Background: an optimization exercise with open tools, aiming at small area. Do not read the settings as production practice. The RTL was checked by simulation tests, not by an equivalence proof against the original design. No activity file was given, so power comes from the tool's default toggle rates.

==> constraint.sdc <==
create_clock -name core_clock -period 12.0 [get_ports {clk}]
set_input_delay 2.4000 -clock core_clock [delete_from_list [all_inputs] [get_ports {clk}]]
set_output_delay 2.4000 -clock core_clock [all_outputs]
set_load 0.01 [all_outputs]
==> flow/abc_area_map.script <==
strash
dch -f
amap
buffer -c
==> flow/run.sh <==
#!/bin/bash
# The standard layout (standard.sh) with three changes:
#  - synthesis maps with an area-oriented ABC script (abc_area_map.script)
#    instead of ORFS's delay-oriented one; registers are untouched;
#  - each port gets the smallest buffer (buf_1) instead of the resizer's pick;
#  - CTS uses clkbuf_8 and inserts no dummy loads.
set -euo pipefail
here=$(pwd)
rm -rf "$here/scripts_local"
cp -r "$FLOW_HOME/scripts" "$here/scripts_local"
cp "$here/flow/abc_area_map.script" "$here/scripts_local/abc_speed.script"
export SCRIPTS_DIR="$here/scripts_local"
export BUFFER_PORTS_ARGS="-buffer_cell sky130_fd_sc_hd__buf_1"
export CTS_ARGS="-sink_clustering_enable -repair_clock_nets -dont_use_dummy_load -buf_list sky130_fd_sc_hd__clkbuf_8"
bash standard.sh > "$here/flow.log" 2>&1
==> config.mk <==
export PLATFORM = sky130hd
export DESIGN_NAME = cu_codec
export DESIGN_NICKNAME = cu_codec
export VERILOG_FILES = /design/flow/design.v
export SDC_FILE = /design/flow/constraint.sdc
export NUM_CORES = 4
export LEC_CHECK = 0
export CAP_MARGIN = 20
export CORE_MARGIN = 2
export CORE_UTILIZATION = 55
export PLACE_DENSITY = 0.65
export SLEW_MARGIN = 20
==> standard.sh <==
#!/bin/bash
# synth_recipe.tcl (not shown) runs the flow's synth.tcl, then flattens the netlist and writes it again
# the make line also repeats each setting of config.mk as NAME=value (left out here)
make -C /OpenROAD-flow-scripts/flow DESIGN_CONFIG=/design/flow/config.mk WORK_HOME=/design/flow/orfs CLKGATE_MAP_FILE= SYNTH_SCRIPT=/design/flow/synth_recipe.tcl "${@:-finish}"
==> design.v <==
module cu_codec (
    input  wire        clk,
    input  wire        rst_n,
    input  wire        req_valid,
    output wire        req_ready,
    input  wire [7:0]  req_op,
    input  wire [31:0] req_a,
    input  wire [31:0] req_v,
    input  wire [31:0] req_r,
    input  wire        close,
    output wire        rsp_valid,
    output wire [2:0]  rsp_code,
    output wire [2:0]  rsp_kind,
    output wire [31:0] rsp_fuel,
    output wire [3:0]  rsp_start,
    output wire [3:0]  rsp_mode,
    output wire [7:0]  rsp_pit,
    output wire [3:0]  rsp_display,
    output wire [4:0]  rsp_tm_addr,
    output wire [31:0] rsp_tm_stamp,
    output wire [3:0]  rsp_tm_sector,
    output wire [31:0] rsp_version,
    output wire [15:0] rsp_raw_len,
    output wire [63:0] rsp_raw_head,
    output reg  [15:0] discards,
    output wire        tx_valid,
    input  wire        tx_ready,
    output wire [7:0]  tx_data,
    output wire        tx_last,
    input  wire [1:0]  tx_status,
    input  wire        rx_valid,
    output wire        rx_ready,
    input  wire [7:0]  rx_data,
    input  wire        rx_last,
    input  wire        rx_timeout,
    input  wire        rx_ioerr,
    output reg         diag_valid,
    output wire [7:0]  diag_byte
);
    reg  [3:0]  st;
    wire s_resp  = st[3];
    wire s_idle  = ~st[3] & ~st[1] & ~st[0];
    wire s_send  = ~st[3] & ~st[1] &  st[0];
    wire s_await = ~st[3] &  st[1] & ~st[0];
    wire s_dec   = ~st[3] &  st[1] &  st[0];
    wire drop    = st[2];
    reg         closed;
    reg  [4:0]  op;                  
    reg  [15:0] cnt;                 
    reg  [3:0]  sum;                 
    reg         f3a;                 
    reg         chk;                 
    reg  [2:0]  ph;                  
    reg  [7:0]  p [0:6];             
    wire [3:0] vlo = discards[3:0];
    wire [3:0] vhi = discards[7:4];
    wire [3:0] rr  = discards[11:8];
    wire [2:0] aa  = discards[14:12];
    wire a_ok  = ~|req_a[31:3];
    wire v4_ok = ~|req_v[31:4];
    wire v8_ok = ~|req_v[31:8];
    wire r_ok  = ~|req_r[31:4];
    wire p_ok  = v4_ok && (req_v[3:0] != 4'd0) && (req_v[3:0] <= 4'd8);
    reg  [2:0] q_err;
    always @(*) begin
        q_err = 3'd0;
        case (req_op)
            8'h01, 8'h02, 8'h03: begin
                if (!a_ok || !v4_ok) q_err = 3'd1;
                else if (!r_ok)      q_err = 3'd2;
            end
            8'h04: begin
                if (!a_ok || !p_ok) q_err = 3'd1;
                else if (!r_ok)     q_err = 3'd2;
            end
            8'h05, 8'h08, 8'h09, 8'h0A,
            8'h10, 8'h11, 8'h12, 8'h13, 8'h14, 8'h15: q_err = 3'd0;
            8'h06: if (!v8_ok) q_err = 3'd1;
            8'h07: if (!v8_ok) q_err = 3'd2;
            default: q_err = 3'd6;
        endcase
    end
    wire q_send = (q_err == 3'd0) && !closed;
    wire is_btn  = op[4];
    wire is_ign  = ~op[4] & ~op[3] & (op[2:0] == 3'd7);
    wire is_rst  = ~op[4] &  op[3] & (op[2:0] == 3'd0);
    wire is_ver  = ~op[4] &  op[3] & (op[2:0] == 3'd1);
    wire is_req  = ~op[4] &  op[3] & (op[2:0] == 3'd2);
    wire is_lap1 = ~op[4] & ~op[3] & (op[2:0] == 3'd6);
    wire is_lap2 = ~op[4] &  op[3] & (op[2:0] == 3'd6);
    wire is_clr  = ~op[4] & ~op[3] & (op[2:0] == 3'd5);
    wire is_ww   = ~op[4] & ((~op[3] & (op[2:0] != 3'd7)) | is_lap2);
    reg [7:0] key;
    reg [2:0] lastidx;
    always @(*) begin
        if (is_btn)      begin key = 8'h54; lastidx = 3'd1; end
        else if (is_ww)  begin key = 8'h4A; lastidx = 3'd5; end
        else if (is_ign) begin key = 8'h3A; lastidx = 3'd3; end
        else if (is_rst) begin key = 8'h3D; lastidx = 3'd2; end
        else if (is_ver) begin key = 8'h30; lastidx = 3'd0; end
        else             begin key = 8'h3F; lastidx = 3'd0; end
    end
    wire has_chk = is_ww || is_ign;
    wire [2:0] idx = cnt[2:0];
    reg  [3:0] w1, b1, txn;
    always @(*) begin
        case (op[2:0])
            3'd1:    w1 = 4'd0;
            3'd2:    w1 = 4'd1;
            3'd3:    w1 = 4'd2;
            default: w1 = 4'd6;
        endcase
        case (op[2:0])
            3'd0:    b1 = 4'd1;
            3'd1:    b1 = 4'd2;
            3'd2:    b1 = 4'd5;
            3'd3:    b1 = 4'd6;
            3'd4:    b1 = 4'd7;
            default: b1 = 4'd8;
        endcase
        case (idx)
            3'd1:    txn = is_btn ? b1 : is_ign ? vlo : (is_rst | is_lap1) ? 4'd1 :
                           is_lap2 ? 4'd2 : w1;
            3'd2:    txn = is_ign ? vhi : (is_rst | is_clr) ? 4'd0 :
                           (is_lap1 | is_lap2) ? 4'hF : {aa, 1'b0};
            3'd3:    txn = is_clr ? 4'd0 : is_lap1 ? vhi : is_lap2 ? sum : vlo;
            default: txn = is_clr ? 4'd9 : (is_lap1 | is_lap2) ? 4'd1 : rr;
        endcase
    end
    wire [3:0] txchk = is_lap2 ? sum + 4'hC : sum;
    assign tx_valid = s_send;
    assign tx_last  = (idx == lastidx);
    assign tx_data  = (idx == 3'd0) ? key : {4'h3, (has_chk && tx_last) ? txchk : txn};
    wire   tx_take  = s_send && tx_ready;
    wire first     = (cnt == 16'd0) && !drop;
    wire c_lo      = ~|cnt[15:4];
    wire [2:0] pos = (cnt[3:0] <= 4'd7) ? cnt[2:0] - 3'd1 : cnt[2:0];    
    wire storable  = !is_lap1 && c_lo && (is_req ? (cnt[3:0] <= 4'd14) : (cnt[3:0] <= 4'd7));
    wire ph6       = (ph == 3'd6);
    assign req_ready = s_idle;
    assign rx_ready  = s_await && (first ? ph6 : (drop || !storable || ph == pos));
    wire rx_take   = rx_valid && rx_ready;
    wire take_data = rx_take && !rx_timeout && !rx_ioerr;
    wire match     = (rx_data == key);
    wire drop_now  = first ? !match : drop;
    wire mdata     = take_data && !first && !drop;     
    wire k17       = (cnt == 16'd17);
    wire sum_ok    = (rx_data == {4'h3, sum});
    wire lap_end   = take_data && rx_last && !drop_now && is_lap1;
    wire disc_ev   = take_data && first && !match;
    wire ge2  = |cnt[15:1];
    wire ge6  = |cnt[15:3] | (cnt[2] & cnt[1]);
    wire ge12 = |cnt[15:4] | (cnt[3] & cnt[2]);
    wire ge16 = |cnt[15:4];
    reg [2:0] d_code;
    always @(*) begin
        d_code = 3'd0;
        if (is_req) begin
            if (f3a && ge2) d_code = !ge16 ? 3'd2 : chk ? 3'd0 : 3'd3;
            else            d_code = !ge12 ? 3'd2 : chk ? 3'd0 : 3'd3;
        end else if (is_ver) begin
            d_code = !ge6 ? 3'd2 : chk ? 3'd0 : 3'd3;
        end
    end
    assign rsp_valid = s_resp;
    assign rsp_code  = st[2:0];
    assign rsp_kind  = (st[2:0] != 3'd0) ? 3'd0 :
                       is_req ? (f3a ? 3'd1 : 3'd2) :
                       is_ver ? 3'd4 : 3'd3;
    assign rsp_fuel      = {p[1][7:4], p[0][7:4], p[6][3:0], p[5][3:0],
                            p[4][3:0], p[3][3:0], p[2][3:0], p[1][3:0]};
    assign rsp_start     = p[2][7:4];
    assign rsp_mode      = p[3][7:4];
    assign rsp_pit       = {p[5][7:4], p[4][7:4]};
    assign rsp_display   = p[6][7:4];
    assign rsp_tm_addr   = {1'b0, p[0][3:0]} - 5'd1;
    assign rsp_tm_stamp  = {p[2][3:0], p[1][3:0], p[4][3:0], p[3][3:0],
                            p[6][3:0], p[5][3:0], p[1][7:4], p[0][7:4]};
    assign rsp_tm_sector = p[2][7:4];
    assign rsp_version   = {p[3], p[2], p[1], p[0]};
    assign rsp_raw_len   = cnt;
    assign rsp_raw_head  = {p[6], p[5], p[4], p[3], p[2], p[1], p[0], key};
    assign diag_byte     = p[6];
    always @(posedge clk) begin
        if (!rst_n) begin
            st         <= 4'd0;
            closed     <= 1'b0;
            diag_valid <= 1'b0;
            ph         <= 3'd0;
        end else begin
            diag_valid <= disc_ev;
            ph         <= ph6 ? 3'd0 : ph + 3'd1;
            if (close)
                closed <= 1'b1;
            if (s_idle) begin
                if (req_valid) begin
                    if (q_err != 3'd0) st <= {1'b1, q_err};
                    else if (closed)   st <= {1'b1, 3'd5};
                    else               st <= 4'b0001;
                end
            end else if (s_send) begin
                if (tx_take && tx_last) begin
                    if (tx_status == 2'd0)      st <= 4'b0010;
                    else if (tx_status == 2'd1) st <= {1'b1, 3'd4};
                    else                        st <= {1'b1, 3'd5};
                end
            end else if (s_await) begin
                if (rx_take) begin
                    if (rx_timeout)     st <= {1'b1, 3'd4};
                    else if (rx_ioerr)  st <= {1'b1, 3'd5};
                    else if (!rx_last)  st <= {1'b0, drop_now, 2'b10};
                    else if (drop_now)  st <= 4'b0010;
                    else if (is_lap1)   st <= 4'b0001;
                    else                st <= 4'b0011;
                end
            end else if (s_dec) begin
                if (ph6)
                    st <= {1'b1, d_code};
            end else begin
                st <= 4'd0;
            end
        end
    end
    wire        d_load = s_idle && req_valid;
    wire        d_clr  = !rst_n || (tx_take && tx_last && !is_lap2);
    wire [15:0] d_par  = {1'b0, req_a[2:0], req_r[3:0], req_v[7:0]} & {16{q_send}};
    wire [16:0] d_t;
    assign d_t[0] = disc_ev && !(&discards);
    genvar g;
    generate
        for (g = 0; g < 16; g = g + 1) begin : g_disc
            assign d_t[g+1] = d_t[g] && discards[g];
            always @(posedge clk)
                discards[g] <= !d_clr && (d_load ? d_par[g] : (discards[g] ^ d_t[g]));
        end
    endgenerate
    wire        c_clr = s_idle || (tx_take && tx_last) || lap_end;
    wire [16:0] c_t;
    assign c_t[0] = tx_take || (take_data && !drop_now && !(&cnt));
    generate
        for (g = 0; g < 16; g = g + 1) begin : g_cnt
            assign c_t[g+1] = c_t[g] && cnt[g];
            always @(posedge clk)
                cnt[g] <= !c_clr && (cnt[g] ^ c_t[g]);
        end
    endgenerate
    wire       st_raw = mdata && storable && !is_req;
    wire       st_lo  = mdata && storable && is_req && (cnt[3:0] <= 4'd7);
    wire       st_hi  = mdata && storable && is_req && (cnt[3:0] >= 4'd8);
    wire       wipe   = !is_req && (cnt[15:3] == 13'd0) && ({1'b0, ph} >= cnt[3:0] - 4'd1 || cnt[2:0] == 3'd0);
    wire [7:0] back   = p[0];
    wire [3:0] in_lo  = (disc_ev || st_raw || st_lo) ? rx_data[3:0] : wipe ? 4'd0 : back[3:0];
    wire [3:0] in_hi  = (disc_ev || st_raw) ? rx_data[7:4] : st_hi ? rx_data[3:0] :
                        wipe ? 4'd0 : back[7:4];
    integer i;
    always @(posedge clk) begin
        for (i = 0; i < 6; i = i + 1)
            p[i] <= p[i+1];
        p[6] <= {in_hi, in_lo};
        if (s_idle)
            op <= req_op[4:0];
        else if (lap_end)
            op[3] <= 1'b1;
        if (tx_take && tx_last && is_lap1)
            sum <= vlo;
        else if ((tx_take && !is_lap2) || (take_data && !is_lap1))
            sum <= (first ? 4'd0 : sum) + (s_send ? tx_data[3:0] : rx_data[3:0]);
        if (mdata && cnt == 16'd1)
            f3a <= (rx_data == 8'h3A);
        if (mdata && (is_ver ? (cnt == 16'd5) :
                      f3a ? (cnt == 16'd15 || k17) : (cnt == 16'd11)))
            chk <= (k17 && chk) || sum_ok;
    end
endmodule
==> flow_summary.json, run 1 <==
{
  "cts_setup_buffers": 0,
  "finalSetupViolCount": 0,
  "vdd_drop_max_uv": 75.20,
  "rsz0062_at_grt": "false",
  "ios": 372,
  "postSynthCellCount": 814,
  "synth_edf_count": 11,
  "drt_iter0_markers": 445,
  "tritoncts": "yes",
  "setup_tns_ps": 0,
  "utilization_pct": 61.17,
  "die_w_um": 114.4,
  "wl_per_cell_um": 16.70,
  "endpoint_kind": "primary output",
  "crit_fanout": 10,
  "crit_required_ps": 9600,
  "insertion_delay_ps": 390,
  "cp_data_arrival_time_ps": 4630,
  "finalCritPeriodShare_pct": 58.58,
  "grt_max_degree": 32,
  "grt_remaining_overflow": 0,
  "path_clk_slew_ps": 90,
  "ys_types": 47,
  "dp_cells": 1191,
  "synth.avg_cell_area_sq_um": 8.239,
  "outcome": "complete, no violations",
  "antenna_found_initial": 0,
  "ys.flop_type": "dfxtp_1",
  "drcViolationCount": 0,
  "gp_congestion": 0.9339,
  "ctsResizeCount": 0,
  "grt_pass1_wl_um": 29680,
  "core_area_sq_um": 11960,
  "hold_viol": 0,
  "maxSlewViolCount": 0,
  "drt_pass1_iterations": 5,
  "pwr_density_cell_nw_per_um2": 158.4,
  "cts_buffer_depth": 2,
  "start_util_pct": 56.07,
  "worstSetupPathType": "reg -> out",
  "synth_most_common_cell": "buf_4",
  "ctsHoldBuffers": 0,
  "track_usage_pct": 29.44,
  "netlist_top_cells_area": "dfxtp_1, buf_4, ha_1, nor2_1, edfxtp_1",
  "yosys.area.top_type": "dfxtp_1",
  "synthToLayoutAreaGrowth_pct": 9.105,
  "antenna_left": 0,
  "ys_ff_latch": 108,
  "yosysSeqAreaShare_pct": 33.88,
  "syn_area_sq_um": 6706,
  "cp-start-kind": "flip-flop",
  "drt-total-wl_um": 20060,
  "cts_made_buffers": 9,
  "tightest_slew_ps": 759.2,
  "max-cap-violations": 0,
  "final_cells": 1201,
  "leakagePower_uw": 0.002928,
  "nNetsFinal": 1223,
  "htreeDepth": 3,
  "clock_sinks": 108,
  "yosysWarnings": 2,
  "fin_crit_ps": 7030,
  "fp-row-count": 40,
  "r2r_start": "op[4]$_DFFE_PP_",
  "via_count": 6530,
  "netlist.area_leader.share_pct": 28.96,
  "viasPerCell": 5.437,
  "fin_skew_ps": 27.99,
  "port_buffers": 369,
  "slew_headroom_pct": 49.20,
  "n_fill_cell": 1168,
  "root_buffer": "clkbuf_8",
  "startpoint": "op[4]$_DFFE_PP_",
  "first_global_vias": 5814,
  "die_area_sq_um": 13090,
  "hp-start": "p[5][5]$_DFF_P_",
  "dpl.hpwl_um": 16520,
  "hold_class": "reg -> reg",
  "synthTopCellsByCount": "buf_4, nor2_1, dfxtp_1",
  "synthArstFlopShare_pct": 0,
  "die_h_um": 114.4,
  "fmax_mhz": 142.2,
  "layout-drive-gt1-share_pct": 5.603
}
cell type report:
cell class	instances	area [sq um]	share of cell area [%]
antenna	1	2.502	0.03420
multi-input combinational	477	3008	41.11
inverter	89	334.1	4.566
clock buffer	9	123.9	1.693
timing repair buffer	370	1393	19.03
sequential	108	2272	31.05
tap	147	183.9	2.514
layer usage:
metal  track usage, %  part of all wire [%]  routed length, um  vias to the layer above
met4            10.24                   2.6                531                        0
li1                 -                     -                  -                     3172
met2            51.24                    50              10010                      352
met1            35.64                    41               8148                     2968
met5                0                     0                  0                        -
met3            6.723                   6.8               1368                       38
power by group:
part,leakage [uW],total [uW],switching (uW),internal [uW]
combinational,0.00198,524,338,185
clock,0.0000647,179,111,67.6
sequential,0.000886,457,49.3,407
total,0.00293,1160,499,660
metrics by stage:
| step | worst slack, ps | hold slack, ps | cell area [sq um] | total power (uW) |
|---|---|---|---|---|
| final | 4970 | 363.2 | 7317 | 1159 |
| after global routing | 4593 | 386.0 | 7315 | 1237 |
| after CTS | 5141 | 367.7 | 7310 | 1156 |
| after detailed placement | 5137 | 355.0 | 7186 | 978.4 |
| after global placement | 5233 | 356.7 | 7182 | 978.5 |
| after floorplan | 5802 | 393.5 | 6710 | 820.6 |
cell usage in the layout (no fill, tap or decap), types with 8 or more instances in the layout:
| cell | synthesis | final |
|---|---|---|
| o21ai_0 | 17 | 17 |
| a21oi_1 | 27 | 27 |
| inv_1 | 86 | 86 |
| nor3_1 | 35 | 35 |
| dfxtp_1 | 97 | 97 |
| nor2_1 | 118 | 118 |
| o21a_1 | 19 | 19 |
| or2_2 | 9 | 9 |
| nor4_1 | 24 | 24 |
| a211oi_1 | 13 | 13 |
| edfxtp_1 | 11 | 11 |
| clkbuf_8 | 8 | 9 |
| nand4_1 | 12 | 12 |
| and2b_2 | 17 | 17 |
| nand2_1 | 41 | 41 |
| or3_2 | 9 | 9 |
| o22ai_1 | 21 | 21 |
| buf_1 | 0 | 369 |
| ha_1 | 44 | 44 |
| o32ai_1 | 8 | 8 |
final timing paths:
kind	endpoint	slack [ps]	cells past startpoint
worst max-delay path	tx_data[2]	4970	16
worst min-delay path	p[4][5]$_DFF_P_	360	0
worst min register to register	p[4][5]$_DFF_P_	360	0
worst max register to register	discards[15]$_DFF_P_	5380	31
state kept, by name (all words and copies together), names as in the netlist:
register / count
p: 56
cnt: 16
discards: 16
op: 5
st: 4
sum: 4
ph: 3
chk: 1
closed: 1
diag_valid: 1
f3a: 1
cells by family after synthesis:
group,share of synthesized area (%)
fa+ha+maj,8.508
buf+inv,21.49
simple gates,20.62
compound gates,15.45
flops,33.88
other cells,0.05592
critical path: stages (launching register included):
cell,delay [ps]
edfxtp_1,540
clkinv_1,230
nand2_1,100
nor2_1,480
inv_1,240
o21ai_0,180
nand2_1,180
inv_1,160
nor2_1,90
nand2_1,130
o21ai_0,90
a2111oi_0,540
inv_1,130
nor2_1,340
a311oi_1,110
o32ai_1,500
buf_1,200
==> inputs of run 2 (changes only) <==
--- a/design.v
+++ b/design.v
@@ -222,8 +222,8 @@
         end
     end
     wire        d_load = s_idle && req_valid;
-    wire        d_clr  = !rst_n || (tx_take && tx_last && !is_lap2);
-    wire [15:0] d_par  = {1'b0, req_a[2:0], req_r[3:0], req_v[7:0]} & {16{q_send}};
+    wire        d_clr  = !rst_n || (tx_take && tx_last && !is_lap2) || (d_load && !q_send);
+    wire [15:0] d_par  = {1'b0, req_a[2:0], req_r[3:0], req_v[7:0]};
     wire [16:0] d_t;
     assign d_t[0] = disc_ev && !(&discards);
     genvar g;
==> flow_summary.json, run 2 <==
{
  "outcome": "complete, no violations",
  "endpoint_kind": "primary output",
  "grt_remaining_overflow": 0,
  "crit_fanout": 10,
  "core_area_sq_um": 11470,
  "die_w_um": 112.8,
  "synthArstFlopShare_pct": 0,
  "port_buffers": 369,
  "ys.flop_type": "dfxtp_1",
  "leakagePower_uw": 0.002808,
  "cp_top_family": "compound AO/OA/AOI/OAI gates",
  "utilization_pct": 62.16,
  "largestRegisters": "p x56, cnt x16, discards x16",
  "ys_types": 49,
  "synth_edf_count": 11,
  "drt_iter0_markers": 355,
  "switchingPower_uw": 455.8,
  "rsz0062_at_grt": "false",
  "synthMuxAreaShare_pct": 0,
  "track_usage_pct": 28.64,
  "synth_most_common_cell": "buf_4",
  "synthTopCellsByCount": "buf_4, nor2_1, dfxtp_1",
  "ctsResizeCount": 0,
  "p_int_uw": 622.5,
  "finalSetupViolCount": 0,
  "dpl.hpwl_um": 15960,
  "syn_area_sq_um": 6516,
  "finalCritPeriodShare_pct": 56.61,
  "synth_top_family_by_area": "buffers and inverters",
  "clockPowerShare_pct": 16.1,
  "drt_pass1_iterations": 5,
  "critical-path-slowest-cell": "edfxtp_1",
  "hold_viol": 0,
  "final_cell_mix": "buf_1, nor2_1, dfxtp_1",
  "synth-simple-area-share_pct": 19.55,
  "tightest_slew_ps": 739.9,
  "netlist_top_cells_area": "dfxtp_1, buf_4, ha_1, nor2_1, edfxtp_1",
  "ios": 372,
  "ys_ff_latch": 108,
  "clock_sinks": 108,
  "fmax_mhz": 147.2,
  "maxSlewViolCount": 0,
  "synth.avg_cell_area_sq_um": 8.408,
  "final_cells": 1159,
  "largest-register": "p",
  "synthAdderAreaFrac_pct": 8.756,
  "cts_buffer_depth": 2,
  "n_fill_cell": 1095,
  "netlist.area_leader.share_pct": 29.80,
  "fp-row-count": 39,
  "synthToLayoutAreaGrowth_pct": 9.389,
  "grt_pass1_wl_um": 28950,
  "cts_setup_buffers": 0,
  "worstSetupPathType": "reg -> out",
  "layout-drive-gt1-share_pct": 6.004,
  "htreeDepth": 3,
  "insertion_delay_ps": 380,
  "synthXorXnorAreaFrac_pct": 0,
  "max-cap-violations": 0,
  "grt_max_degree": 19,
  "diodes": 0,
  "dp_cells": 1150,
  "root_buffer": "clkbuf_8",
  "fin_crit_ps": 6793,
  "combPwrFrac_pct": 41.4,
  "start_util_pct": 56.82,
  "largest_reg_flops": 56,
  "path_buf_inv": 7,
  "pwr_density_cell_nw_per_um2": 151.3,
  "seqPwrFrac_pct": 42.5,
  "fin_skew_ps": 21.03,
  "path_clk_slew_ps": 90,
  "hold_class": "reg -> reg",
  "cp_data_arrival_time_ps": 4390,
  "die_area_sq_um": 12730,
  "crit_required_ps": 9600,
  "cts_made_buffers": 9,
  "worstPathCellList": "inv_1, nand2_1, nor2_2, inv_1, o21ai_0, nand2_1, inv_1, nor2_1, nand2_1, o21ai_0, a2111oi_0, inv_1, nor2_1, inv_1, o22a_2, o22ai_1, inv_1, buf_1",
  "slew_headroom_pct": 50.49,
  "tritoncts": "yes",
  "drcViolationCount": 0,
  "antenna_left": 0,
  "gp_congestion": 0.9468,
  "crit_path_frequent_cell": "inv_1",
  "cpPeakStageDelay_ps": 540,
  "first_global_vias": 5568,
  "postSynthCellCount": 775,
  "yosys.area.top_type": "dfxtp_1",
  "nNetsFinal": 1186,
  "yosysWarnings": 2,
  "switching_share_pct": 42.27,
  "synth_compound_area_share_pct": 15.53,
  "die_h_um": 112.8,
  "viasPerCell": 5.482,
  "wl_per_cell_um": 16.47,
  "final_common_cell": "buf_1",
  "ctsHoldBuffers": 0,
  "yosysSeqAreaShare_pct": 34.87,
  "cp-start-kind": "flip-flop",
  "antenna_found_initial": 0,
  "drt-total-wl_um": 19090,
  "setup_tns_ps": 0,
  "via_count": 6354,
  "vdd_drop_max_uv": 140.2
}
run 2: cell types whose count changed after synthesis, moves of 3 or more:
cell	previous run	this run
nor4_1	24	21
o21a_1	19	4
nand2_1	41	38
nor2_1	118	106
a221oi_1	4	7
o22ai_1	21	39
nor3_1	35	23
a211oi_1	13	9
o21ai_0	17	20
inv_1	86	76
run 2: cells by family after synthesis:
logic type | Yosys count
buffers and inverters | 217
AO/OA/AOI/OAI | 150
adder cells (fa/ha/maj) | 45
flip-flops | 108
other | 1
AND/OR/NAND/NOR | 254
run 2: power groups by stage:
stage	sequential, uW	clock [uW]	combinational (uW)
2_1_floorplan	451	0	310
3_3_place_gp	465	0	440
3_5_place_dp	464	0	440
4_1_cts	456	180	442
5_1_grt	463	190	495
6_report	458	174	447
run 2: worst paths after layout:
| path | from | cells after the start | slack [ps] | end |
|---|---|---|---|---|
| setup / recovery | op[4]$_DFFE_PP_ | 18 | 5210 | tx_data[3] |
| hold / removal | p[5][6]$_DFF_P_ | 0 | 360 | p[4][6]$_DFF_P_ |
| setup reg to reg | op[4]$_DFFE_PP_ | 31 | 5650 | discards[15]$_DFF_P_ |
| hold reg to reg | p[5][6]$_DFF_P_ | 0 | 360 | p[4][6]$_DFF_P_ |
run 2: cell type report:
cell class / instances / area, sq um / share of cell area, %
Tap cell: 143 / 178.9 / 2.510
Timing Repair Buffer: 371 / 1400 / 19.64
Sequential cell: 108 / 2272 / 31.88
Inverter: 77 / 289.0 / 4.055
Clock buffer: 9 / 123.9 / 1.738
Multi-Input combinational cell: 451 / 2864 / 40.18
run 2: layer usage:
| layer | track usage, % | share of wire, % |
|---|---|---|
| met5 | 0 | 0 |
| met1 | 39.51 | 44 |
| met3 | 5.142 | 7.1 |
| met4 | 10.73 | 3.0 |
| met2 | 44.99 | 46 |
run 2: stage by stage:
step | hold slack, ps | instance area (sq um) | worst slack [ps] | power [uW]
3_3_place_gp | 356.4 | 7004 | 5246 | 905.7
4_1_cts | 358.3 | 7128 | 5292 | 1078
2_1_floorplan | 393.5 | 6520 | 5665 | 760.5
5_1_grt | 378.7 | 7128 | 4877 | 1148
6_report | 364.4 | 7128 | 5207 | 1078
3_5_place_dp | 357.4 | 7004 | 5125 | 904.1
==> inputs of run 3 (changes only) <==
--- a/flow/run.sh
+++ b/flow/run.sh
@@ -1,6 +1,7 @@
 #!/bin/bash
 # The standard layout (standard.sh) with three changes:
-#  - synthesis maps with an area-oriented ABC script (abc_area_map.script)
+#  - synthesis maps with an area-oriented ABC script (abc_area_map.script:
+#    a timed &deepsyn AIG search, then choice-based area mapping)
 #    instead of ORFS's delay-oriented one; registers are untouched;
 #  - each port gets the smallest buffer (buf_1) instead of the resizer's pick;
 #  - CTS uses clkbuf_8 and inserts no dummy loads.
==> flow/abc_area_map.script (replaced) <==
strash
&get -n
&deepsyn -T 60
&put
dch -f
amap
buffer -c
==> flow_summary.json, run 3 <==
{
  "grt_remaining_overflow": 0,
  "synthToLayoutAreaGrowth_pct": 9.244,
  "yosysSeqAreaShare_pct": 35.57,
  "largestRegisters": "p x56, cnt x16, discards x16",
  "root_buffer": "clkbuf_8",
  "n_fill_cell": 1034,
  "outcome": "complete, no violations",
  "yosysWarnings": 2,
  "startpoint": "op[4]$_DFFE_PP_",
  "grt_max_degree": 19,
  "yosys.area.top_type": "dfxtp_1",
  "slew_headroom_pct": 31.65,
  "crit_required_ps": 9600,
  "drt-total-wl_um": 19160,
  "drcViolationCount": 0,
  "cp_top_family": "simple AND/OR/NAND/NOR gates",
  "ctsResizeCount": 0,
  "largest-register": "p",
  "viasPerCell": 5.538,
  "first_global_vias": 5745,
  "cp-start-kind": "flip-flop",
  "antenna_left": 0,
  "hold_viol": 0,
  "synth_most_common_cell": "buf_4",
  "cpPeakStageDelay_ps": 630,
  "setup_tns_ps": 0,
  "fin_crit_ps": 6997,
  "synth_edf_count": 11,
  "start_util_pct": 56.19,
  "port_buffers": 369,
  "utilization_pct": 61.38,
  "cts_made_buffers": 9,
  "ys_ff_latch": 108,
  "largest_reg_flops": 56,
  "endpoint_kind": "primary output",
  "rr_worst_depth": 29,
  "die_w_um": 111.8,
  "maxSlewViolCount": 0,
  "max-cap-violations": 0,
  "netlist_top_cells_area": "dfxtp_1, buf_4, ha_1, edfxtp_1, nor2_1",
  "netlist.area_leader.share_pct": 30.40,
  "hold_class": "reg -> reg",
  "cts_setup_buffers": 0,
  "drt_pass1_iterations": 5,
  "core_area_sq_um": 11370,
  "hold_depth": 0,
  "postSynthCellCount": 738,
  "synthTopCellsByCount": "buf_4, dfxtp_1, nor2_1",
  "path_clk_slew_ps": 100,
  "via_count": 6214,
  "fin_skew_ps": 26.58,
  "diodes": 0,
  "fmax_mhz": 142.9,
  "insertion_delay_ps": 390,
  "fp-row-count": 39,
  "gp_congestion": 1.058,
  "synth.avg_cell_area_sq_um": 8.657,
  "tritoncts": "yes",
  "worstSetupPathType": "reg -> out",
  "crit_fanout": 9,
  "layout-drive-gt1-share_pct": 7.150,
  "htreeDepth": 3,
  "ios": 372,
  "leakagePower_uw": 0.002787,
  "clock_sinks": 108,
  "die_h_um": 111.8,
  "finalCritPeriodShare_pct": 58.31,
  "vdd_drop_max_uv": 90.50,
  "tightest_slew_ps": 1017,
  "cts_buffer_depth": 2,
  "nNetsFinal": 1149,
  "die_area_sq_um": 12490,
  "pwr_density_cell_nw_per_um2": 146.7,
  "ys.flop_type": "dfxtp_1",
  "cp.depth": 12,
  "path_buf_inv": 3,
  "critical-path-slowest-cell": "a221oi_1",
  "drt_iter0_markers": 473,
  "final_common_cell": "buf_1",
  "antenna_found_initial": 0,
  "r2r_start": "op[4]$_DFFE_PP_",
  "rsz0062_at_grt": "false",
  "syn_area_sq_um": 6389,
  "ctsHoldBuffers": 0,
  "wl_per_cell_um": 17.08,
  "worstPathCellList": "inv_1, nand2_1, nor3_1, nor2_1, nor2_1, nand3_1, a221oi_1, inv_1, nor2_1, a311oi_1, a211oi_1, buf_1",
  "finalSetupViolCount": 0,
  "synthArstFlopShare_pct": 0,
  "ys_types": 52,
  "cp_data_arrival_time_ps": 4600,
  "crit_path_frequent_cell": "nor2_1",
  "dpl.hpwl_um": 15870,
  "grt_pass1_wl_um": 28910,
  "track_usage_pct": 29.09,
  "hp-start": "p[4][5]$_DFF_P_",
  "final_cell_mix": "buf_1, dfxtp_1, nor2_1"
}
==> run 3: worst register-to-register path: cells and delay by family, from the launching register on <==
kind            cells  cell delay, ps
fa+ha+maj          15            2260
flops               1             520
compound gates      4             830
buf+inv             2             580
simple gates        8            2310
==> run 3: report_power, final <==
| group | internal (uW) | switching (uW) | leakage (uW) |
|---|---|---|---|
| clock network | 67.6 | 110 | 0.0000647 |
| registers | 393 | 35.1 | 0.000886 |
| logic | 140 | 277 | 0.00184 |
| total | 601 | 423 | 0.00279 |
==> run 3: cells by family (layout without fill, tap and decap cells) <==
logic type / after synthesis / after routing / share of synthesized area [%]
adders and majority gates: 45 / 45 / 8.931
AOI/OAI and AO/OA: 133 / 133 / 14.83
DFF: 108 / 108 / 35.57
and+or+nand+nor: 237 / 237 / 18.86
other: 1 / 2 / 0.05870
buffers and inverters: 214 / 454 / 21.76
==> run 3: final timing paths <==
kind	endpoint	slack, ps
worst max register to register	discards[14]$_DFF_P_	5400
worst max-delay path	tx_data[1]	5000
worst min-delay path	p[3][5]$_DFF_P_	350
worst min register to register	p[3][5]$_DFF_P_	350
==> run 3: through the flow <==
stage / hold WS, ps / cells / power (uW) / setup WS (ps) / area (sq um)
6_report: 351.2 / 1122 / 1024 / 5003 / 6979
2_1_floorplan: 393.5 / 739 / 719.0 / 5689 / 6392
5_1_grt: 356.0 / 1122 / 1082 / 4927 / 6979
4_1_cts: 347.6 / 1122 / 1021 / 5287 / 6979
3_3_place_gp: 354.5 / 1113 / 839.7 / 5175 / 6855
3_5_place_dp: 356.7 / 1113 / 844.2 / 5113 / 6855
==> run 3: layer usage <==
metal,up-vias,global-route usage [%],routed length (um),share of wire [%]
met5,-,0,0,0
met4,0,12.51,539,2.8
met3,38,3.919,1362,7.1
met2,369,51.96,9822,51
met1,2874,35.01,7440,39
li1,2933,-,-,-
==> run 3: layout make-up <==
class | instances | area [sq um] | share of cell area (%)
tap | 143 | 178.9 | 2.564
inverter | 75 | 281.5 | 4.034
sequential | 108 | 2272 | 32.56
clock buffer | 9 | 123.9 | 1.775
multi-input combinational | 417 | 2730 | 39.12
timing repair buffer | 370 | 1393 | 19.95
==> inputs of run 4 (changes only) <==
--- a/config.mk
+++ b/config.mk
@@ -7,6 +7,6 @@
 export LEC_CHECK = 0
 export CAP_MARGIN = 20
 export CORE_MARGIN = 2
-export CORE_UTILIZATION = 55
-export PLACE_DENSITY = 0.65
+export CORE_UTILIZATION = 62
+export PLACE_DENSITY = 0.72
 export SLEW_MARGIN = 20
==> flow_summary.json, run 4 <==
{
  "synthTopCellsByCount": "buf_4, dfxtp_1, nor2_1",
  "stop_error": "[ERROR PPL-0024] Number of IO pins (372) exceeds maximum number of available positions (370). Increase the die perimeter from 418.44um to 505.92um.",
  "netlist_top_cells_area": "dfxtp_1, buf_4, ha_1, edfxtp_1, nor2_1",
  "stop_stage": "I/O pin placement (3_2_place_iop)",
  "yosysWarnings": 2,
  "synth_most_common_cell": "buf_4",
  "postSynthCellCount": 732,
  "ys_types": 46,
  "ys_ff_latch": 108,
  "outcome": "did not finish",
  "netlist.area_leader.share_pct": 30.94,
  "yosysSeqAreaShare_pct": 36.20,
  "start_util_pct": 63.91,
  "ys.flop_type": "dfxtp_1",
  "fp-row-count": 36,
  "synth_edf_count": 11,
  "yosys.area.top_type": "dfxtp_1",
  "synthArstFlopShare_pct": 0,
  "die_w_um": 104.6,
  "die_h_um": 104.6,
  "syn_area_sq_um": 6276,
  "synth.avg_cell_area_sq_um": 8.574
}
## run 4: cell types whose count changed after synthesis, sizes merged, moves of 4 or more
cell,before,now
a31oi,6,12
nor2,86,77
a22o,13,1
o221ai,9,5
nand3,8,13
a32o,0,15
## run 4: cell families after synthesis
logic type	share of synthesized area (%)
flops	36.20
buf+inv	21.43
other cells	0.05975
compound gates	14.51
simple gates	18.70
fa+ha+maj	9.091
==> inputs of run 5 (changes only) <==
--- a/design.v
+++ b/design.v
@@ -34,15 +34,15 @@
     input  wire        rx_last,
     input  wire        rx_timeout,
     input  wire        rx_ioerr,
-    output reg         diag_valid,
+    output wire        diag_valid,
     output wire [7:0]  diag_byte
 );
     reg  [3:0]  st;
     wire s_resp  = st[3];
-    wire s_idle  = ~st[3] & ~st[1] & ~st[0];
-    wire s_send  = ~st[3] & ~st[1] &  st[0];
-    wire s_await = ~st[3] &  st[1] & ~st[0];
-    wire s_dec   = ~st[3] &  st[1] &  st[0];
+    wire s_idle  = ~st[3] & ~st[2] & ~st[1] & ~st[0];
+    wire s_send  = ~st[3] & ~st[2] & ~st[1] &  st[0];
+    wire s_await = ~st[3] &  st[1];
+    wire s_dec   = ~st[3] &  st[2] & ~st[1];
     wire drop    = st[2];
     reg         closed;
     reg  [4:0]  op;                  
@@ -181,14 +181,13 @@
     assign rsp_raw_len   = cnt;
     assign rsp_raw_head  = {p[6], p[5], p[4], p[3], p[2], p[1], p[0], key};
     assign diag_byte     = p[6];
+    assign diag_valid    = s_await & st[0];
     always @(posedge clk) begin
         if (!rst_n) begin
             st         <= 4'd0;
             closed     <= 1'b0;
-            diag_valid <= 1'b0;
             ph         <= 3'd0;
         end else begin
-            diag_valid <= disc_ev;
             ph         <= ph6 ? 3'd0 : ph + 3'd1;
             if (close)
                 closed <= 1'b1;
@@ -208,10 +207,12 @@
                 if (rx_take) begin
                     if (rx_timeout)     st <= {1'b1, 3'd4};
                     else if (rx_ioerr)  st <= {1'b1, 3'd5};
-                    else if (!rx_last)  st <= {1'b0, drop_now, 2'b10};
-                    else if (drop_now)  st <= 4'b0010;
+                    else if (!rx_last)  st <= {1'b0, drop_now, 1'b1, disc_ev};
+                    else if (drop_now)  st <= {3'b001, disc_ev};
                     else if (is_lap1)   st <= 4'b0001;
-                    else                st <= 4'b0011;
+                    else                st <= 4'b0100;
+                end else begin
+                    st[0] <= 1'b0;
                 end
             end else if (s_dec) begin
                 if (ph6)
--- a/config.mk
+++ b/config.mk
@@ -7,6 +7,6 @@
 export LEC_CHECK = 0
 export CAP_MARGIN = 20
 export CORE_MARGIN = 2
-export CORE_UTILIZATION = 62
-export PLACE_DENSITY = 0.72
+export CORE_UTILIZATION = 55
+export PLACE_DENSITY = 0.65
 export SLEW_MARGIN = 20
==> flow_summary.json, run 5 <==
{
  "tightest_slew_ps": 941.1,
  "fin_crit_ps": 7058,
  "wl_met3_um": 1488,
  "netlist.area_leader.share_pct": 30.21,
  "ys_ff_latch": 107,
  "highest_layer": "met4",
  "vdd_drop_max_uv": 80.89,
  "pwr_density_cell_nw_per_um2": 158.1,
  "r2r_end": "discards[15]$_DFF_P_",
  "largest_reg_flops": 56,
  "hold_class": "reg -> reg",
  "critical-path-slowest-cell": "o32ai_1",
  "port_buffers": 369,
  "synth.avg_cell_area_sq_um": 8.561,
  "ctsHoldBuffers": 0,
  "r2r_start": "op[3]$_SDFFCE_PN1P_",
  "yosysWarnings": 2,
  "crit_path_frequent_cell": "inv_1",
  "htreeDepth": 3,
  "drt_iter0_markers": 542,
  "finalSetupViolCount": 0,
  "synthToLayoutAreaGrowth_pct": 9.992,
  "syn_area_sq_um": 6361,
  "core_area_sq_um": 11370,
  "clock_sinks": 107,
  "synthArstFlopShare_pct": 0,
  "tritoncts": "yes",
  "final_common_cell": "buf_1",
  "ys.flop_type": "dfxtp_1",
  "synthTopCellsByCount": "buf_4, dfxtp_1, inv_1",
  "diodes": 0,
  "track_usage_pct": 30.49,
  "drcViolationCount": 0,
  "synth_most_common_cell": "buf_4",
  "grt_remaining_overflow": 0,
  "endpoint_kind": "primary output",
  "ys_types": 46,
  "setup_tns_ps": 0,
  "first_global_vias": 5625,
  "startpoint": "op[3]$_SDFFCE_PN1P_",
  "cts_made_buffers": 9,
  "antenna_left": 0,
  "crit_required_ps": 9600,
  "ios": 372,
  "synth_edf_count": 11,
  "max-cap-violations": 0,
  "wl_per_cell_um": 17.47,
  "dpl.hpwl_um": 16310,
  "drt_pass1_iterations": 5,
  "hp-start": "p[5][5]$_DFF_P_",
  "yosys.area.top_type": "dfxtp_1",
  "nNetsFinal": 1156,
  "cts_setup_buffers": 0,
  "netlist_top_cells_area": "dfxtp_1, buf_4, ha_1, inv_1, edfxtp_1",
  "place_ws_ps": 4985,
  "root_buffer": "clkbuf_8",
  "m1WireLength_um": 7791,
  "final_area_sq_um": 6997,
  "cp_data_arrival_time_ps": 4660,
  "fp-row-count": 39,
  "leakagePower_uw": 0.002785,
  "grt_pass1_wl_um": 29840,
  "place_area_sq_um": 6870,
  "fmax_mhz": 141.7,
  "worstSetupPathType": "reg -> out",
  "via_count": 6215,
  "fin_skew_ps": 22.76,
  "viasPerCell": 5.505,
  "rsz0062_at_grt": "false",
  "path_clk_slew_ps": 90,
  "final_cell_mix": "buf_1, dfxtp_1, inv_1",
  "rr_worst_depth": 34,
  "cp-start-kind": "flip-flop",
  "maxSlewViolCount": 0,
  "gp_congestion": 0.9958,
  "slew_headroom_pct": 37.03,
  "die_h_um": 111.5,
  "hold_viol": 0,
  "layout-drive-gt1-share_pct": 5.781,
  "whs_endpoint": "p[4][5]$_DFF_P_",
  "finalCritPeriodShare_pct": 58.81,
  "outcome": "complete, no violations",
  "routed-wl-met2_um": 9827,
  "cpPeakStageDelay_ps": 600,
  "antenna_found_initial": 0,
  "die_area_sq_um": 12440,
  "drt-total-wl_um": 19720,
  "largest-register": "p",
  "insertion_delay_ps": 390,
  "crit_fanout": 7,
  "start_util_pct": 55.95,
  "hold_depth": 0,
  "yosysSeqAreaShare_pct": 35.41,
  "worstPathCellList": "inv_1, nor2_1, inv_1, nor2_1, inv_1, nor2_1, nand2_1, inv_1, nor2_1, inv_1, nor3_1, nor3_1, inv_1, nor2_1, inv_1, nor2_1, or3_2, o21a_1, o32ai_1, buf_1",
  "cts_buffer_depth": 2,
  "postSynthCellCount": 743,
  "fin_ws_ps": 4942,
  "rrSetupSlack_ps": 5550,
  "ctsResizeCount": 0,
  "largestRegisters": "p x56, cnt x16, discards x16",
  "die_w_um": 111.5,
  "grt_max_degree": 18
}
-- run 5: kinds of logic after synthesis --
family                   after synthesis  share of synthesized area (%)
buffers and inverters                229                          22.36
AND/OR/NAND/NOR                      225                          18.31
AO/OA/AOI/OAI                        136                          14.89
flip-flops                           107                          35.41
adder cells (fa/ha/maj)               45                          8.969
other                                  1                        0.05895
-- run 5: layout make-up --
type	count	area, sq um
inverter	89	334.1
tap	143	178.9
timing repair buffer	373	1415
fill	1093	4373
multi-input combinational	408	2693
clock buffer	9	123.9
sequential	107	2252
-- run 5: worst max-delay path by stage --
stage / end / slack, ps / depth (start not counted)
finish: tx_data[0] / 4940 / 20
global route: tx_data[0] / 4610 / 25
CTS: tx_data[0] / 5120 / 20
detailed placement: discards[15]$_DFF_P_ / 4980 / 24
global placement: discards[15]$_DFF_P_ / 5100 / 24
floorplan: discards[15]$_DFF_P_ / 5640 / 23
-- run 5: routing by layer --
metal  track usage, %  up-vias
met1            37.85     2874
met3            5.607       36
met2            52.07      358
li1                 -     2947
met4            13.17        0
met5                0        -
-- run 5: through the flow --
| stage | utilization [%] | hold slack [ps] | power (uW) | instances |
|---|---|---|---|---|
| after floorplan | - | 393.5 | 750.4 | 744 |
| after global placement | 60.43 | 353.8 | 926.2 | 1120 |
| after detailed placement | 60.43 | 355.9 | 926.6 | 1120 |
| after CTS | 61.52 | 361.0 | 1102 | 1129 |
| after global routing | 61.54 | 369.3 | 1177 | 1129 |
| final | 61.54 | 359.8 | 1106 | 1129 |
-- run 5: worst max-delay path: cells and delay by family, from the launching register on --
family	cells	cell delay (ps)
simple gates	10	1860
compound gates	2	790
buf+inv	8	1140
flops	1	500
-- run 5: report_power, final --
part | switching (uW) | leakage [uW] | internal (uW)
registers | 36.0 | 0.000878 | 390
clock network | 108 | 0.0000647 | 67.5
logic | 344 | 0.00184 | 161
total | 489 | 0.00278 | 618
==> inputs of run 6 (changes only) <==
==> flow/run.sh (replaced) <==
#!/bin/bash
# The standard layout (standard.sh) with these changes:
#  - synthesis maps with an area-oriented ABC script (abc_area_map.script:
#    a timed &deepsyn AIG search, then choice-based area mapping) instead of
#    ORFS's delay-oriented one, and may not pick the larger-drive variants of
#    logic cells (synth_dont_use.txt, added to the platform's don't-use list
#    for synthesis only); registers are untouched;
#  - each port gets the smallest buffer (buf_1) instead of the resizer's pick;
#  - CTS uses clkbuf_8 and inserts no dummy loads.
set -euo pipefail
here=$(pwd)
rm -rf "$here/scripts_local"
cp -r "$FLOW_HOME/scripts" "$here/scripts_local"
cp "$here/flow/abc_area_map.script" "$here/scripts_local/abc_speed.script"
export SCRIPTS_DIR="$here/scripts_local"
export BUFFER_PORTS_ARGS="-buffer_cell sky130_fd_sc_hd__buf_1"
export CTS_ARGS="-sink_clustering_enable -repair_clock_nets -dont_use_dummy_load -buf_list sky130_fd_sc_hd__clkbuf_8"
base=$(make -s -C "$FLOW_HOME" DESIGN_CONFIG="$here/config.mk" WORK_HOME="$here/orfs" print-DONT_USE_CELLS 2> "$here/print.log" | sed -n 's/^DONT_USE_CELLS: //p')
[[ "$base" == *sky130_fd_sc_hd__lpflow* ]] || { echo "could not read the platform's DONT_USE_CELLS" >&2; exit 1; }
bash standard.sh synth "DONT_USE_CELLS=$base $(cat "$here/flow/synth_dont_use.txt")" > "$here/synth.log" 2>&1
bash standard.sh > "$here/flow.log" 2>&1
==> flow/synth_dont_use.txt (new file) <==
sky130_fd_sc_hd__a2111o_2 sky130_fd_sc_hd__a2111o_4 sky130_fd_sc_hd__a2111oi_2 sky130_fd_sc_hd__a2111oi_4 sky130_fd_sc_hd__a211o_2 sky130_fd_sc_hd__a211o_4 sky130_fd_sc_hd__a211oi_2 sky130_fd_sc_hd__a211oi_4 sky130_fd_sc_hd__a21bo_2 sky130_fd_sc_hd__a21bo_4 sky130_fd_sc_hd__a21boi_2 sky130_fd_sc_hd__a21boi_4 sky130_fd_sc_hd__a21o_2 sky130_fd_sc_hd__a21o_4 sky130_fd_sc_hd__a21oi_2 sky130_fd_sc_hd__a21oi_4 sky130_fd_sc_hd__a221o_2 sky130_fd_sc_hd__a221o_4 sky130_fd_sc_hd__a221oi_2 sky130_fd_sc_hd__a221oi_4 sky130_fd_sc_hd__a22o_2 sky130_fd_sc_hd__a22o_4 sky130_fd_sc_hd__a22oi_2 sky130_fd_sc_hd__a22oi_4 sky130_fd_sc_hd__a311o_2 sky130_fd_sc_hd__a311o_4 sky130_fd_sc_hd__a311oi_2 sky130_fd_sc_hd__a311oi_4 sky130_fd_sc_hd__a31o_2 sky130_fd_sc_hd__a31o_4 sky130_fd_sc_hd__a31oi_2 sky130_fd_sc_hd__a31oi_4 sky130_fd_sc_hd__a32o_2 sky130_fd_sc_hd__a32o_4 sky130_fd_sc_hd__a32oi_2 sky130_fd_sc_hd__a32oi_4 sky130_fd_sc_hd__a41o_2 sky130_fd_sc_hd__a41o_4 sky130_fd_sc_hd__a41oi_2 sky130_fd_sc_hd__a41oi_4 sky130_fd_sc_hd__and2_2 sky130_fd_sc_hd__and2_4 sky130_fd_sc_hd__and2b_2 sky130_fd_sc_hd__and2b_4 sky130_fd_sc_hd__and3_2 sky130_fd_sc_hd__and3_4 sky130_fd_sc_hd__and3b_2 sky130_fd_sc_hd__and3b_4 sky130_fd_sc_hd__and4_2 sky130_fd_sc_hd__and4_4 sky130_fd_sc_hd__and4b_2 sky130_fd_sc_hd__and4b_4 sky130_fd_sc_hd__and4bb_2 sky130_fd_sc_hd__and4bb_4 sky130_fd_sc_hd__dfbbn_2 sky130_fd_sc_hd__fa_2 sky130_fd_sc_hd__fa_4 sky130_fd_sc_hd__ha_2 sky130_fd_sc_hd__ha_4 sky130_fd_sc_hd__maj3_2 sky130_fd_sc_hd__maj3_4 sky130_fd_sc_hd__mux2_2 sky130_fd_sc_hd__mux2_4 sky130_fd_sc_hd__mux2_8 sky130_fd_sc_hd__mux4_2 sky130_fd_sc_hd__mux4_4 sky130_fd_sc_hd__nand2_2 sky130_fd_sc_hd__nand2_4 sky130_fd_sc_hd__nand2_8 sky130_fd_sc_hd__nand2b_2 sky130_fd_sc_hd__nand2b_4 sky130_fd_sc_hd__nand3_2 sky130_fd_sc_hd__nand3_4 sky130_fd_sc_hd__nand3b_2 sky130_fd_sc_hd__nand3b_4 sky130_fd_sc_hd__nand4_2 sky130_fd_sc_hd__nand4_4 sky130_fd_sc_hd__nand4b_2 sky130_fd_sc_hd__nand4b_4 sky130_fd_sc_hd__nand4bb_2 sky130_fd_sc_hd__nand4bb_4 sky130_fd_sc_hd__nor2_2 sky130_fd_sc_hd__nor2_4 sky130_fd_sc_hd__nor2_8 sky130_fd_sc_hd__nor2b_2 sky130_fd_sc_hd__nor2b_4 sky130_fd_sc_hd__nor3_2 sky130_fd_sc_hd__nor3_4 sky130_fd_sc_hd__nor3b_2 sky130_fd_sc_hd__nor3b_4 sky130_fd_sc_hd__nor4_2 sky130_fd_sc_hd__nor4_4 sky130_fd_sc_hd__nor4b_2 sky130_fd_sc_hd__nor4b_4 sky130_fd_sc_hd__nor4bb_2 sky130_fd_sc_hd__nor4bb_4 sky130_fd_sc_hd__o2111a_2 sky130_fd_sc_hd__o2111a_4 sky130_fd_sc_hd__o2111ai_2 sky130_fd_sc_hd__o2111ai_4 sky130_fd_sc_hd__o211a_2 sky130_fd_sc_hd__o211a_4 sky130_fd_sc_hd__o211ai_2 sky130_fd_sc_hd__o211ai_4 sky130_fd_sc_hd__o21a_2 sky130_fd_sc_hd__o21a_4 sky130_fd_sc_hd__o21ai_2 sky130_fd_sc_hd__o21ai_4 sky130_fd_sc_hd__o21ba_2 sky130_fd_sc_hd__o21ba_4 sky130_fd_sc_hd__o21bai_2 sky130_fd_sc_hd__o21bai_4 sky130_fd_sc_hd__o221a_2 sky130_fd_sc_hd__o221a_4 sky130_fd_sc_hd__o221ai_2 sky130_fd_sc_hd__o221ai_4 sky130_fd_sc_hd__o22a_2 sky130_fd_sc_hd__o22a_4 sky130_fd_sc_hd__o22ai_2 sky130_fd_sc_hd__o22ai_4 sky130_fd_sc_hd__o311a_2 sky130_fd_sc_hd__o311a_4 sky130_fd_sc_hd__o311ai_2 sky130_fd_sc_hd__o311ai_4 sky130_fd_sc_hd__o31a_2 sky130_fd_sc_hd__o31a_4 sky130_fd_sc_hd__o31ai_2 sky130_fd_sc_hd__o31ai_4 sky130_fd_sc_hd__o32a_2 sky130_fd_sc_hd__o32a_4 sky130_fd_sc_hd__o32ai_2 sky130_fd_sc_hd__o32ai_4 sky130_fd_sc_hd__o41a_2 sky130_fd_sc_hd__o41a_4 sky130_fd_sc_hd__o41ai_2 sky130_fd_sc_hd__o41ai_4 sky130_fd_sc_hd__or2_2 sky130_fd_sc_hd__or2_4 sky130_fd_sc_hd__or2b_2 sky130_fd_sc_hd__or2b_4 sky130_fd_sc_hd__or3_2 sky130_fd_sc_hd__or3_4 sky130_fd_sc_hd__or3b_2 sky130_fd_sc_hd__or3b_4 sky130_fd_sc_hd__or4_2 sky130_fd_sc_hd__or4_4 sky130_fd_sc_hd__or4b_2 sky130_fd_sc_hd__or4b_4 sky130_fd_sc_hd__or4bb_2 sky130_fd_sc_hd__or4bb_4 sky130_fd_sc_hd__xnor2_2 sky130_fd_sc_hd__xnor2_4 sky130_fd_sc_hd__xnor3_2 sky130_fd_sc_hd__xnor3_4 sky130_fd_sc_hd__xor2_2 sky130_fd_sc_hd__xor2_4 sky130_fd_sc_hd__xor3_2 sky130_fd_sc_hd__xor3_4
==> flow_summary.json, run 6 <==
{
  "outcome": "complete, no violations",
  "leakagePower_uw": 0.002782,
  "max-cap-violations": 0,
  "fp-row-count": 39,
  "start_util_pct": 55.82,
  "ys_types": 45,
  "clock_sinks": 107,
  "yosys.area.top_type": "dfxtp_1",
  "syn_area_sq_um": 6320,
  "drt_iter0_markers": 459,
  "cp-start-kind": "flip-flop",
  "synth_edf_count": 11,
  "insertion_delay_ps": 390,
  "finalCritPeriodShare_pct": 58.23,
  "endpoint_kind": "primary output",
  "largestRegisters": "p x56, cnt x16, discards x16",
  "wl_per_cell_um": 18.38,
  "cp_top_family": "simple AND/OR/NAND/NOR gates",
  "drcViolationCount": 0,
  "slew_headroom_pct": 32.22,
  "largest-register": "p",
  "die_w_um": 111.2,
  "final_common_cell": "buf_1",
  "ctsResizeCount": 0,
  "largest_reg_flops": 56,
  "fmax_mhz": 143.1,
  "r2r_end": "cnt[15]$_DFF_P_",
  "vdd_drop_max_uv": 109.8,
  "cts_buffer_depth": 2,
  "hold_class": "reg -> reg",
  "grt_remaining_overflow": 0,
  "port_buffers": 369,
  "ys_ff_latch": 107,
  "pwr_density_cell_nw_per_um2": 159.4,
  "postSynthCellCount": 743,
  "diodes": 0,
  "r2r_start": "op[3]$_SDFFCE_PN1P_",
  "fin_crit_ps": 6987,
  "rsz0062_at_grt": "false",
  "rrSetupSlack_ps": 5560,
  "multi_input_area_sq_um": 2645,
  "synth.avg_cell_area_sq_um": 8.506,
  "synthArstFlopShare_pct": 0,
  "tightest_slew_ps": 1013,
  "first_global_vias": 5892,
  "netlist.area_leader.share_pct": 30.41,
  "maxSlewViolCount": 0,
  "viasPerCell": 5.619,
  "finalSetupViolCount": 0,
  "cp.depth": 25,
  "tritoncts": "yes",
  "cts_made_buffers": 9,
  "critical-path-slowest-cell": "edfxtp_1",
  "startpoint": "op[3]$_SDFFCE_PN1P_",
  "cts_setup_buffers": 0,
  "synthTopCellsByCount": "buf_4, dfxtp_1, inv_1",
  "setup_tns_ps": 0,
  "gp_congestion": 1.063,
  "hold_viol": 0,
  "htreeDepth": 3,
  "drt_pass1_iterations": 7,
  "crit_path_frequent_cell": "inv_1",
  "cpPeakStageDelay_ps": 490,
  "grt_max_degree": 21,
  "root_buffer": "clkbuf_8",
  "crit_fanout": 7,
  "nNetsFinal": 1155,
  "drt-total-wl_um": 20730,
  "netlist_top_cells_area": "dfxtp_1, buf_4, ha_1, inv_1, edfxtp_1",
  "dpl.hpwl_um": 17230,
  "grt_pass1_wl_um": 30880,
  "fin_skew_ps": 27.56,
  "path_clk_slew_ps": 100,
  "core_area_sq_um": 11320,
  "via_count": 6338,
  "ys.flop_type": "dfxtp_1",
  "synth_most_common_cell": "buf_4",
  "cp_data_arrival_time_ps": 4590,
  "die_area_sq_um": 12360,
  "path_buf_inv": 10,
  "die_h_um": 111.2,
  "track_usage_pct": 31.69,
  "ctsHoldBuffers": 0,
  "n_fill_cell": 1051,
  "yosysSeqAreaShare_pct": 35.64,
  "antenna_left": 0,
  "antenna_found_initial": 0,
  "final_cell_mix": "buf_1, dfxtp_1, inv_1",
  "regArea_sq_um": 2252,
  "worstSetupPathType": "reg -> out",
  "yosysWarnings": 2,
  "rr_worst_depth": 35,
  "layout-drive-gt1-share_pct": 1.218,
  "ios": 372,
  "synthToLayoutAreaGrowth_pct": 9.840,
  "crit_path_end": "tx_data[1]",
  "crit_required_ps": 9600,
  "whs_ps": 365.9
}
-- run 6: changes by cell type after synthesis, sizes merged --
cell / change
clkbuf: -1
clkdlybuf4s50: +1
-- run 6: layout make-up --
cell class	count	area share [%]
well taps	143	2.578
multi-input cells	408	38.10
clock buffers	9	1.784
repair buffers	372	20.28
flip-flops and latches	107	32.44
inverters	89	4.813
-- run 6: worst min-delay path by stage --
stage / startpoint / end / slack (ps) / cells after the start
after global placement: p[4][4]$_DFF_P_ / p[3][4]$_DFF_P_ / 350 / 0
final: p[4][6]$_DFF_P_ / p[3][6]$_DFF_P_ / 370 / 0
after CTS: p[2][4]$_DFF_P_ / p[1][4]$_DFF_P_ / 360 / 0
after floorplan: p[4][4]$_DFF_P_ / p[3][4]$_DFF_P_ / 390 / 0
after detailed placement: p[4][4]$_DFF_P_ / p[3][4]$_DFF_P_ / 360 / 0
after global routing: p[4][4]$_DFF_P_ / p[3][4]$_DFF_P_ / 380 / 0
-- run 6: power breakdown --
part	leakage (uW)	internal [uW]	total, uW	switching, uW
Combinational	0.00184	157	497	340
Sequential	0.000878	390	432	42.6
Clock	0.0000647	67.6	177	110
Total	0.00278	614	1110	493
-- run 6: cells by family after synthesis --
family / after synthesis / share of synthesized area (%)
buffers and inverters: 229 / 22.57
AND/OR/NAND/NOR: 225 / 17.76
AO/OA/AOI/OAI: 136 / 14.95
flip-flops: 107 / 35.64
adder cells (fa/ha/maj): 45 / 9.028
other: 1 / 0.05934
-- run 6: metrics by stage --
stage	power (uW)	instances	instance area, sq um	setup slack [ps]	utilization [%]
2_1_floorplan	748.1	744	6324	5641	-
3_3_place_gp	922.1	1119	6818	5077	60.22
3_5_place_dp	921.4	1119	6818	4930	60.22
4_1_cts	1096	1128	6942	5167	61.32
5_1_grt	1165	1128	6942	4610	61.32
6_report	1106	1128	6942	5013	61.32
-- run 6: metal layers --
metal,GRT usage (%),share of wire (%)
met1,38.20,39
met2,56.99,50
met3,4.483,7.0
met4,12.10,3.4
met5,0,0
==> inputs of run 7 (changes only) <==
--- a/design.v
+++ b/design.v
@@ -34,15 +34,15 @@
     input  wire        rx_last,
     input  wire        rx_timeout,
     input  wire        rx_ioerr,
-    output wire        diag_valid,
+    output reg         diag_valid,
     output wire [7:0]  diag_byte
 );
     reg  [3:0]  st;
     wire s_resp  = st[3];
-    wire s_idle  = ~st[3] & ~st[2] & ~st[1] & ~st[0];
-    wire s_send  = ~st[3] & ~st[2] & ~st[1] &  st[0];
-    wire s_await = ~st[3] &  st[1];
-    wire s_dec   = ~st[3] &  st[2] & ~st[1];
+    wire s_idle  = ~st[3] & ~st[1] & ~st[0];
+    wire s_send  = ~st[3] & ~st[1] &  st[0];
+    wire s_await = ~st[3] &  st[1] & ~st[0];
+    wire s_dec   = ~st[3] &  st[1] &  st[0];
     wire drop    = st[2];
     reg         closed;
     reg  [4:0]  op;                  
@@ -181,13 +181,14 @@
     assign rsp_raw_len   = cnt;
     assign rsp_raw_head  = {p[6], p[5], p[4], p[3], p[2], p[1], p[0], key};
     assign diag_byte     = p[6];
-    assign diag_valid    = s_await & st[0];
     always @(posedge clk) begin
         if (!rst_n) begin
             st         <= 4'd0;
             closed     <= 1'b0;
+            diag_valid <= 1'b0;
             ph         <= 3'd0;
         end else begin
+            diag_valid <= disc_ev;
             ph         <= ph6 ? 3'd0 : ph + 3'd1;
             if (close)
                 closed <= 1'b1;
@@ -207,12 +208,10 @@
                 if (rx_take) begin
                     if (rx_timeout)     st <= {1'b1, 3'd4};
                     else if (rx_ioerr)  st <= {1'b1, 3'd5};
-                    else if (!rx_last)  st <= {1'b0, drop_now, 1'b1, disc_ev};
-                    else if (drop_now)  st <= {3'b001, disc_ev};
+                    else if (!rx_last)  st <= {1'b0, drop_now, 2'b10};
+                    else if (drop_now)  st <= 4'b0010;
                     else if (is_lap1)   st <= 4'b0001;
-                    else                st <= 4'b0100;
-                end else begin
-                    st[0] <= 1'b0;
+                    else                st <= 4'b0011;
                 end
             end else if (s_dec) begin
                 if (ph6)
--- a/flow/run.sh
+++ b/flow/run.sh
@@ -14,7 +14,7 @@
 cp "$here/flow/abc_area_map.script" "$here/scripts_local/abc_speed.script"
 export SCRIPTS_DIR="$here/scripts_local"
 export BUFFER_PORTS_ARGS="-buffer_cell sky130_fd_sc_hd__buf_1"
-export CTS_ARGS="-sink_clustering_enable -repair_clock_nets -dont_use_dummy_load -buf_list sky130_fd_sc_hd__clkbuf_8"
+export CTS_ARGS="-sink_clustering_enable -repair_clock_nets -dont_use_dummy_load -buf_list sky130_fd_sc_hd__clkbuf_8 -sink_clustering_size 30 -sink_clustering_max_diameter 150"
 base=$(make -s -C "$FLOW_HOME" DESIGN_CONFIG="$here/config.mk" WORK_HOME="$here/orfs" print-DONT_USE_CELLS 2> "$here/print.log" | sed -n 's/^DONT_USE_CELLS: //p')
 [[ "$base" == *sky130_fd_sc_hd__lpflow* ]] || { echo "could not read the platform's DONT_USE_CELLS" >&2; exit 1; }
 bash standard.sh synth "DONT_USE_CELLS=$base $(cat "$here/flow/synth_dont_use.txt")" > "$here/synth.log" 2>&1
==> flow_summary.json, run 7 <==
{
  "place_ws_ps": 5025,
  "die_w_um": 111.2,
  "insertion_delay_ps": 390,
  "layout-drive-gt1-share_pct": 1.021,
  "cts_buffer_depth": 2,
  "drt_pass1_iterations": 6,
  "largest_reg_flops": 56,
  "critical-path-slowest-cell": "a221oi_1",
  "drcViolationCount": 0,
  "die_h_um": 111.2,
  "maxSlewViolCount": 0,
  "tightest_slew_ps": 968.4,
  "tritoncts": "yes",
  "cts_made_buffers": 9,
  "hold_viol": 0,
  "postSynthCellCount": 738,
  "synth_most_common_cell": "buf_4",
  "ctsHoldBuffers": 0,
  "viasPerCell": 5.500,
  "fin_crit_ps": 6875,
  "fin_skew_ps": 35.53,
  "antenna_left": 0,
  "clockPowerShare_pct": 17.5,
  "first_global_vias": 5650,
  "gp_congestion": 0.9972,
  "via_count": 6171,
  "seqPwrFrac_pct": 42.1,
  "nNetsFinal": 1149,
  "fmax_mhz": 145.5,
  "worstPathCellList": "inv_1, nand2_1, nor3_1, nor2_1, nor2_1, nand3_1, a221oi_1, inv_1, nor2_1, a311oi_1, a211oi_1, buf_1",
  "pwr_density_cell_nw_per_um2": 147.1,
  "outcome": "complete, no violations",
  "netlist.area_leader.share_pct": 30.71,
  "start_util_pct": 55.85,
  "finalSetupViolCount": 0,
  "final_area_sq_um": 6913,
  "place_area_sq_um": 6789,
  "synthTopCellsByCount": "buf_4, dfxtp_1, nor2_1",
  "synth.avg_cell_area_sq_um": 8.567,
  "diodes": 0,
  "path_clk_slew_ps": 100,
  "crit_path_end": "tx_data[1]",
  "switchingPower_uw": 420.8,
  "ys.flop_type": "dfxtp_1",
  "cp_data_arrival_time_ps": 4470,
  "ys_ff_latch": 108,
  "rrSetupSlack_ps": 5320,
  "synthToLayoutAreaGrowth_pct": 9.341,
  "r2r_end": "discards[14]$_DFF_P_",
  "p_int_uw": 596.0,
  "drt_iter0_markers": 418,
  "synthArstFlopShare_pct": 0,
  "crit_fanout": 9,
  "switching_share_pct": 41.38,
  "htreeDepth": 3,
  "finalCritPeriodShare_pct": 57.29,
  "startpoint": "op[4]$_DFFE_PP_",
  "grt_max_degree": 19,
  "hold_class": "reg -> reg",
  "worstSetupPathType": "reg -> out",
  "rr_worst_depth": 29,
  "port_buffers": 369,
  "crit_path_frequent_cell": "nor2_1",
  "synth_edf_count": 11,
  "dp_cells": 1113,
  "clock_sinks": 108,
  "netlist_top_cells_area": "dfxtp_1, buf_4, ha_1, edfxtp_1, nor2_1",
  "r2r_start": "op[4]$_DFFE_PP_",
  "cpPeakStageDelay_ps": 640,
  "cp-start-kind": "flip-flop",
  "final_cells": 1122
}
==> run 7: cell count changes after synthesis, sizes merged, moves of 4 or more <==
cell   delta
nand2     +8
o41ai     +4
a32o     -15
a22o     +13
inv      -15
a31oi     -5
nor2      +7
==> run 7: how the worst min path moves through the flow <==
| stage | start | endpoint | slack [ps] | cells after the start |
|---|---|---|---|---|
| after CTS | p[4][4]$_DFF_P_ | p[3][4]$_DFF_P_ | 370 | 0 |
| after floorplan | p[4][4]$_DFF_P_ | p[3][4]$_DFF_P_ | 390 | 0 |
| after detailed placement | p[5][7]$_DFF_P_ | p[4][7]$_DFF_P_ | 360 | 0 |
| after global routing | p[4][4]$_DFF_P_ | p[3][4]$_DFF_P_ | 380 | 0 |
| after global placement | p[4][5]$_DFF_P_ | p[3][5]$_DFF_P_ | 350 | 0 |
| final | p[5][7]$_DFF_P_ | p[4][7]$_DFF_P_ | 370 | 0 |
==> run 7: metal layers <==
metal	track usage (%)	wire (um)
met1	36.15	7661
met2	53.54	9964
met5	0	0
met4	11.44	603
met3	4.866	1329
==> run 7: power groups by stage <==
stage / Combinational (uW) / Clock [uW] / Sequential [uW]
after floorplan: 289 / 0 / 425
after global placement: 400 / 0 / 434
after detailed placement: 404 / 0 / 434
after CTS: 406 / 182 / 426
after global routing: 451 / 193 / 431
final: 412 / 178 / 428
==> run 7: kinds of logic (layout without fill, tap and decap cells) <==
family / Yosys count / in the layout / share of synthesized area (%)
AOI/OAI and AO/OA: 133 / 133 / 14.65
DFF: 108 / 108 / 35.94
and+or+nand+nor: 237 / 237 / 18.35
adders and majority gates: 45 / 45 / 9.024
buffers and inverters: 214 / 454 / 21.99
other: 1 / 2 / 0.05931
==> run 7: layout make-up <==
class / count / area, sq um
Clock buffer: 9 / 123.9
Fill cell: 1041 / 4408
Inverter: 75 / 281.5
Multi-Input combinational cell: 417 / 2664
Sequential cell: 108 / 2272
Tap cell: 143 / 178.9
Timing Repair Buffer: 370 / 1393
==> run 7: critical path, delay by kind of cell (launching register included) <==
family / cells / cell delay (ps)
buf+inv: 3 / 700
simple gates: 6 / 1750
compound gates: 3 / 1130
flops: 1 / 520
==> run 7: per-stage QoR <==
step	hold WS (ps)	power, uW
floorplan	393.5	714.2
global placement	354.4	833.5
detailed placement	355.1	838.5
CTS	366.7	1015
global route	378.4	1074
finish	368.4	1017

==> afterwards: timing with drivers on the ports <==
In the flow no input, the clock included, has a driving cell. The finished layouts below were timed again as built, in two steps.
Step 1 sets driving cells, clkbuf_16 on the clock port and buf_2 on the other inputs (assumed; they add their load-dependent delay and slew).
Step 2 also shifts input and output timing later by t, the mid clock arrival at the registers, as if the neighbouring blocks saw the same clock.
a / b / c = ideal ports / drivers / drivers and shift; a / b = the first two.
run	shift t [ns]	slack for setup (ns)
run 1	0.418	4.970 / 4.930 / 5.102
run 2	0.401	5.207 / 5.172 / 5.096
run 3	0.415	5.003 / 4.965 / 5.088
run 5	0.416	4.942 / 4.904 / 4.953
run 6	0.414	5.013 / 4.978 / 4.837
run 7	0.407	5.125 / 5.090 / 5.003
After both steps setup and hold are still met in every run listed.
